From an optimization exercise on the open Yosys and OpenROAD flow, aimed at small area, a short achievable clock period and few clock cycles per item; shortcuts taken in it are not production practice. Function was checked by simulation only, so behaviour that the tests miss may differ from the original.

==> design/flow/design.v <==
module drum_mixer #(
    parameter N_VOICES       = 8,
    parameter NUM_DRUMS      = 16,
    parameter BUF_SIZE       = 256,
    parameter BASE_THRESHOLD = 100,
    parameter HARDEST_HIT    = 1200
) (
    input  wire        clk,
    input  wire        rst,
    input  wire        cmd_valid,
    output wire        cmd_ready,
    input  wire [47:0] cmd_word,
    input  wire        rf_valid,
    output wire        rf_ready,
    input  wire [15:0] rf_word,
    output reg         rf_done,
    output wire        srom_rd,
    output wire [7:0]  srom_drum,
    output wire [31:0] srom_pos,
    input  wire [15:0] srom_data,
    input  wire [31:0] srom_len,
    output reg         ob_we,
    output reg         ob_buf,
    output reg  [9:0]  ob_idx,
    output reg  [15:0] ob_data,
    output wire        idle,
    output reg         err,
    output reg  [7:0]  nactive,
    output reg  [31:0] sample_clk
);
    localparam VI_W = $clog2(N_VOICES);
    localparam S_IDLE = 3'd0,
               S_SCAN = 3'd1,
               S_WAIT = 3'd2,
               S_OUT  = 3'd3,
               S_DONE = 3'd4;
    reg [2:0] state;
    reg        v_active [0:N_VOICES-1];
    reg [7:0]  v_drum   [0:N_VOICES-1];
    reg [31:0] v_pos    [0:N_VOICES-1];
    reg [11:0] v_vel    [0:N_VOICES-1];
    reg        rf_b;
    reg [9:0]  rf_len;
    reg [9:0]  rf_k;
    reg [VI_W-1:0] vi;
    reg signed [31:0] acc;
    assign idle      = (state == S_IDLE);
    assign cmd_ready = idle;
    assign rf_ready  = idle;
    assign srom_rd   = (state == S_SCAN) && v_active[vi];
    assign srom_drum = v_drum[vi];
    assign srom_pos  = v_pos[vi];
    wire [3:0]  op  = cmd_word[47:44];
    wire [3:0]  z   = cmd_word[43:40];
    wire [7:0]  id  = cmd_word[39:32];
    wire [15:0] a   = cmd_word[31:16];
    wire [15:0] b   = cmd_word[15:0];
    wire is_nop   = (cmd_word == 48'd0);
    wire is_trig  = (z == 4'd0) && (op == 4'h1) && (b == 16'd0);
    wire is_trign = (z == 4'd0) && (op == 4'h2) && (b == 16'd0) && (a[15:12] == 4'd0);
    wire cmd_illegal = !(is_nop || is_trig || is_trign);
    wire [27:0] norm_num = (a - BASE_THRESHOLD) * 12'd4095;
    wire [27:0] norm_quo = norm_num / (HARDEST_HIT - BASE_THRESHOLD);
    reg  [11:0] norm_vel;
    always @(*) begin
        if (a <= BASE_THRESHOLD)
            norm_vel = 12'd0;
        else if (a >= HARDEST_HIT)
            norm_vel = 12'd4095;
        else
            norm_vel = norm_quo[11:0];
    end
    wire [11:0] new_vel = is_trig ? norm_vel : a[11:0];
    wire        do_alloc = cmd_valid && cmd_ready && (is_trig || is_trign) && (id < NUM_DRUMS);
    reg [VI_W-1:0] alloc_slot;
    reg            found_free;
    integer i;
    always @(*) begin
        found_free = 1'b0;
        alloc_slot = {VI_W{1'b0}};
        for (i = 0; i < N_VOICES; i = i + 1) begin
            if (!found_free && !v_active[i]) begin
                found_free = 1'b1;
                alloc_slot = i[VI_W-1:0];
            end
        end
        if (!found_free) begin
            alloc_slot = {VI_W{1'b0}};
            for (i = 1; i < N_VOICES; i = i + 1) begin
                if (v_pos[i] > v_pos[alloc_slot])
                    alloc_slot = i[VI_W-1:0];
            end
        end
    end
    wire       rw_b   = rf_word[15];
    wire [4:0] rw_zt  = rf_word[14:10];
    wire [9:0] rw_len = rf_word[9:0];
    wire       rf_illegal = (rw_zt != 5'd0) || (rw_len > BUF_SIZE);
    wire signed [15:0] smp     = srom_data;
    wire signed [28:0] prod    = smp * $signed({1'b0, v_vel[vi]});
    wire signed [31:0] contrib = prod >>> 12;
    wire signed [31:0] acc_nxt = acc + contrib;
    wire        [31:0] pos_nxt = v_pos[vi] + 32'd1;
    reg  [11:0] mix_off;
    always @(*) begin
        if (acc < -32'sd2048)
            mix_off = 12'd0;
        else if (acc > 32'sd2047)
            mix_off = 12'hFFF;
        else
            mix_off = acc[11:0] + 12'd2048;
    end
    integer j;
    always @(*) begin
        nactive = 8'd0;
        for (j = 0; j < N_VOICES; j = j + 1)
            nactive = nactive + {7'd0, v_active[j]};
    end
    integer k;
    always @(posedge clk) begin
        rf_done <= 1'b0;
        ob_we   <= 1'b0;
        if (rst) begin
            state      <= S_IDLE;
            err        <= 1'b0;
            sample_clk <= 32'd0;
            for (k = 0; k < N_VOICES; k = k + 1)
                v_active[k] <= 1'b0;
        end else begin
            case (state)
            S_IDLE: begin
                if (cmd_valid) begin
                    if (cmd_illegal)
                        err <= 1'b1;
                    if (do_alloc) begin
                        v_active[alloc_slot] <= 1'b1;
                        v_drum[alloc_slot]   <= id;
                        v_pos[alloc_slot]    <= 32'd0;
                        v_vel[alloc_slot]    <= new_vel;
                    end
                end else if (rf_valid) begin
                    rf_b   <= rw_b;
                    rf_len <= rw_len;
                    rf_k   <= 10'd0;
                    vi     <= {VI_W{1'b0}};
                    acc    <= 32'sd0;
                    if (rf_illegal) begin
                        err   <= 1'b1;
                        state <= S_DONE;
                    end else if (rw_len == 10'd0) begin
                        state <= S_DONE;
                    end else begin
                        state <= S_SCAN;
                    end
                end
            end
            S_SCAN: begin
                if (v_active[vi]) begin
                    state <= S_WAIT;
                end else if (vi == N_VOICES - 1) begin
                    state <= S_OUT;
                end else begin
                    vi <= vi + 1'b1;
                end
            end
            S_WAIT: begin
                acc       <= acc_nxt;
                v_pos[vi] <= pos_nxt;
                if (pos_nxt >= srom_len)
                    v_active[vi] <= 1'b0;
                if (vi == N_VOICES - 1) begin
                    state <= S_OUT;
                end else begin
                    vi    <= vi + 1'b1;
                    state <= S_SCAN;
                end
            end
            S_OUT: begin
                ob_we      <= 1'b1;
                ob_buf     <= rf_b;
                ob_idx     <= rf_k;
                ob_data    <= {4'b0011, mix_off};
                sample_clk <= sample_clk + 32'd1;
                acc        <= 32'sd0;
                vi         <= {VI_W{1'b0}};
                rf_k       <= rf_k + 10'd1;
                if (rf_k + 10'd1 == rf_len)
                    state <= S_DONE;
                else
                    state <= S_SCAN;
            end
            S_DONE: begin
                rf_done <= 1'b1;
                state   <= S_IDLE;
            end
            default: state <= S_IDLE;
            endcase
        end
    end
endmodule
==> design/flow/run.sh <==
#!/bin/bash
# synth_recipe.tcl (not shown) runs the flow's synth.tcl, then flattens the netlist and writes it again
# the make line also repeats each setting of config.mk as NAME=value (left out here)
make -C /OpenROAD-flow-scripts/flow DESIGN_CONFIG=/design/flow/config.mk WORK_HOME=/design/flow/orfs CLKGATE_MAP_FILE= SYNTH_SCRIPT=/design/flow/synth_recipe.tcl finish
==> design/flow/config.mk <==
export PLATFORM = sky130hd
export DESIGN_NAME = drum_mixer
export DESIGN_NICKNAME = drum_mixer
export VERILOG_FILES = /design/flow/design.v
export SDC_FILE = /design/flow/constraint.sdc
export NUM_CORES = 4
export LEC_CHECK = 0
export CAP_MARGIN = 20
export CORE_MARGIN = 2
export CORE_UTILIZATION = 40
export SLEW_MARGIN = 20
==> design/flow/constraint.sdc <==
create_clock -name core_clock -period 26.0 [get_ports {clk}]
set_input_delay 5.2000 -clock core_clock [delete_from_list [all_inputs] [get_ports {clk}]]
set_output_delay 5.2000 -clock core_clock [all_outputs]
set_load 0.01 [all_outputs]
==> run summary <==
==> critical path: cells and delay by family <==
family,cells,cell delay [ns]
buffers and inverters,8,1.34
and+or+nand+nor,15,4.62
xor gates and xnor gates,4,0.94
adders and majority gates,6,2.74
AOI/OAI and AO/OA,38,8.88
muxes,6,1.95
==> state kept, by name, summed over array words and instances (netlist names), named ones only <==
register / flops
v_pos: 256
v_vel: 96
v_drum: 64
acc: 32
sample_clk: 32
ob_data: 12
ob_idx: 10
rf_k: 10
rf_len: 10
v_active: 8
state: 3
vi: 3
err: 1
ob_buf: 1
ob_we: 1
rf_b: 1
rf_done: 1
==> what timing repair did <==
item                                    in CTS  in global routing
resized for setup                            0                182
hold buffers                                 0                  0
setup buffers                                0                 29
endpoints found under the setup margin       0                464
==> layout by cell type, fill, tap and decap left out, drive strengths merged, types with 35 or more instances in the layout <==
cell and count:
a21o 94, nand2b 84, nand3 105, xor2 81
nand4 76, a31oi 72, mux4 107, buf 376
ha 424, a211oi 37, edfxtp 503, a21oi 356
o21bai 41, nand2 470, xnor2 201, nor3 108
dfxtp 41, mux2 35, nor2b 165, nor2 381
clkdlybuf4s50 220, clkbuf 78, and2 82, and3 50
nor4 38, o21ai 253, fa 252, inv 521
mux2i 155, o21a 36
==> path summary, 6_finish.rpt <==
kind | to | start | depth (start not counted) | slack [ns]
worst min register to register | ob_buf | rf_b | 0 | 0.45
worst max register to register | v_pos[4][6] | v_pos[1][1] | 118 | 1.60
worst max-delay path | v_vel[6][0] | cmd_word[25] | 77 | 0.66
worst min-delay path | ob_buf | rf_b | 0 | 0.45
==> logic make-up (layout without fill, tap and decap cells) <==
| logic type | Yosys count | after routing | share of synthesized area, % |
|---|---|---|---|
| simple gates | 1655 | 1655 | 15.6 |
| compound gates | 1210 | 1210 | 15.5 |
| flops | 544 | 544 | 30.3 |
| buf+inv | 751 | 1228 | 5.56 |
| other cells | 2 | 11 | 0.0143 |
| mux | 297 | 297 | 8.36 |
| fa+ha+maj | 683 | 683 | 19.8 |
| xor+xnor | 283 | 283 | 4.80 |
==> final cells by class <==
class / count / area share, %
Multi-Input combinational cell: 4136 / 56.0
Sequential cell: 544 / 25.6
Timing Repair Buffer: 596 / 8.53
Tap cell: 1742 / 3.51
Inverter: 522 / 3.15
Clock buffer: 78 / 2.64
Clock inverter: 32 / 0.491
Antenna cell: 3 / 0.0121
==> cells in the mapped netlist (all sizes together), types with 37 or more instances <==
| master | n | area share, % |
|---|---|---|
| inv | 519 | 3.7 |
| edfxtp | 503 | 29 |
| nand2 | 470 | 3.4 |
| ha | 424 | 10 |
| nor2 | 381 | 2.7 |
| a21oi | 356 | 3.5 |
| o21ai | 253 | 2.5 |
| fa | 252 | 9.6 |
| xnor2 | 201 | 3.4 |
| clkbuf | 180 | 1.3 |
| nor2b | 165 | 2.0 |
| mux2i | 155 | 3.0 |
| nor3 | 108 | 1.1 |
| mux4 | 107 | 4.6 |
| nand3 | 105 | 1.0 |
| a21o | 94 | 1.4 |
| nand2b | 84 | 1.0 |
| and2 | 82 | 0.98 |
| xor2 | 81 | 1.4 |
| nand4 | 76 | 0.90 |
| a31oi | 72 | 0.92 |
| and3 | 50 | 0.60 |
| buf | 49 | 0.55 |
| dfxtp | 41 | 1.6 |
| o21bai | 41 | 0.59 |
| nor4 | 38 | 0.52 |
| a211oi | 37 | 0.56 |
==> routing by layer <==
metal / share of wire [%] / vias to the layer above
met3: 5.7 / 222
met2: 48 / 1277
met1: 44 / 21300
met5: 0.028 / -
li1: - / 20400
met4: 2.3 / 8
==> results.ini <==
[sta]
clock.fmax_ghz=0.0395
period_share_pct=97.4
slew_headroom_pct=30.9
finClkSkew_ns=0.0431
finalCriticalPeriod_ns=25.34
final.setup.tns_ns=0
hold_viol=0
worst_slack_ns=0.665
worstMarginPinSlew_ns=1.03
hold_slack_ns=0.445
finalSetupViolations=0
slew_violations=0

[floorplanning]
die_h_um=366
start_util_pct=40.4
fp-row-count=132
pin_count=230
die_x_um=366
core_um2=130000
design.die.area_um2=134000

[clocking]
clk_pin_slew_ns=0.06
cts-buffers-inserted=61
ctsLongestPathBuffers=3
cts_tree=yes
cts_sinks=544
htree_levels=2
clk_latency_ns=0.67
cts-root-buf=clkbuf_16

[synth]
async_flop_share_pct=0
ys_dominant_reg_cell=edfxtp_1
yosysSeqAreaShare_pct=30.3
ys_types=136
netlist_instances=5425
syn_area_um2=52500
yosys_warnings=1
ys_ff_latch=544
synth-edff-count=503
syn_area_per_cell_um2=9.68

[cells_and_area]
final_nets=6653
regArea_um2=15900
design_area_um2=62200
utilization_pct=47.8
drive_gt1_share_pct=14.9
fillCellCount=12100
area_growth_pct=18.3
multiInputGateArea_um2=34800
final_cells=7653

[global_routing]
met2_usage_pct=38.9
grt_pass1_vias=42600
grt_max_degree=53
antenna_found_initial=7
grt_pass1_wl_mm=247
overflow=0
busiest_layer=met2
grt_use_total_pct=23.0
use_met1_pct=31.9
grtUsageMet3_pct=2.20

[routing]
drt-initial-drc-count=3806
first_pass_iters=6
wl_per_cell_um=20.8
vias_per_cell=5.65
route.vias.total=43200
antenna_left=0
wl_mm=159
drcViolationCount=0

[worst_setup_path]
cp_max_fo=9
cp_common_cell=o21ai_4
cpMaxStageDelayCell=or4_4
cp.required_ns=26.36
critPathLaunchType=input port
endpoint_kind=register
worst_path_largest_cell_delay_ns=0.57
crit_type=in -> reg
cp_data_arrival_time_ns=25.70

[placed_design]
portBuffers=221
dp_hpwl_mm=120
dp.cells=7509
routabilityCongestion=0.944
place_ws_ns=-0.456
placed_area_um2=59000

[hold_path]
hold_path_class=reg -> reg

[flow_run]
drv_cap=0

[run_status]
status=complete, no violations

Testbench counts, summed over its fixed seeds: cycles 344,169, items 24,576.

what the ideal ports hide:
The flow's constraints put no driver on any port. The routed layout listed below was extracted and timed again, unchanged, in two steps.
Step 1 (the two cells are an assumption about what drives the block):
set clk [get_ports {clk}]
set_driving_cell -lib_cell sky130_fd_sc_hd__clkbuf_16 $clk
set_driving_cell -lib_cell sky130_fd_sc_hd__buf_2 [delete_from_list [all_inputs] $clk]
Step 2 times the ports against the registers' clock, not the clock port: input delays grow and output delays shrink by t, the midpoint of the rising clock arrivals with the driver on.
a / b / c = ideal / step 1 / step 2; a / b = the first two.
t (ns): 0.706
setup WS [ns]: 0.665 / 0.702 / -0.003
hold WS [ns]: 0.445 / 0.445 / 0.445
worst setup path at the end: input to register
worst slew at a driven data input, ns: 0.15
Met with ideal ports but missed after step 2: setup timing in this run. The setup slack of this run moves by +0.037 ns with the drivers and by -0.668 ns with both steps.
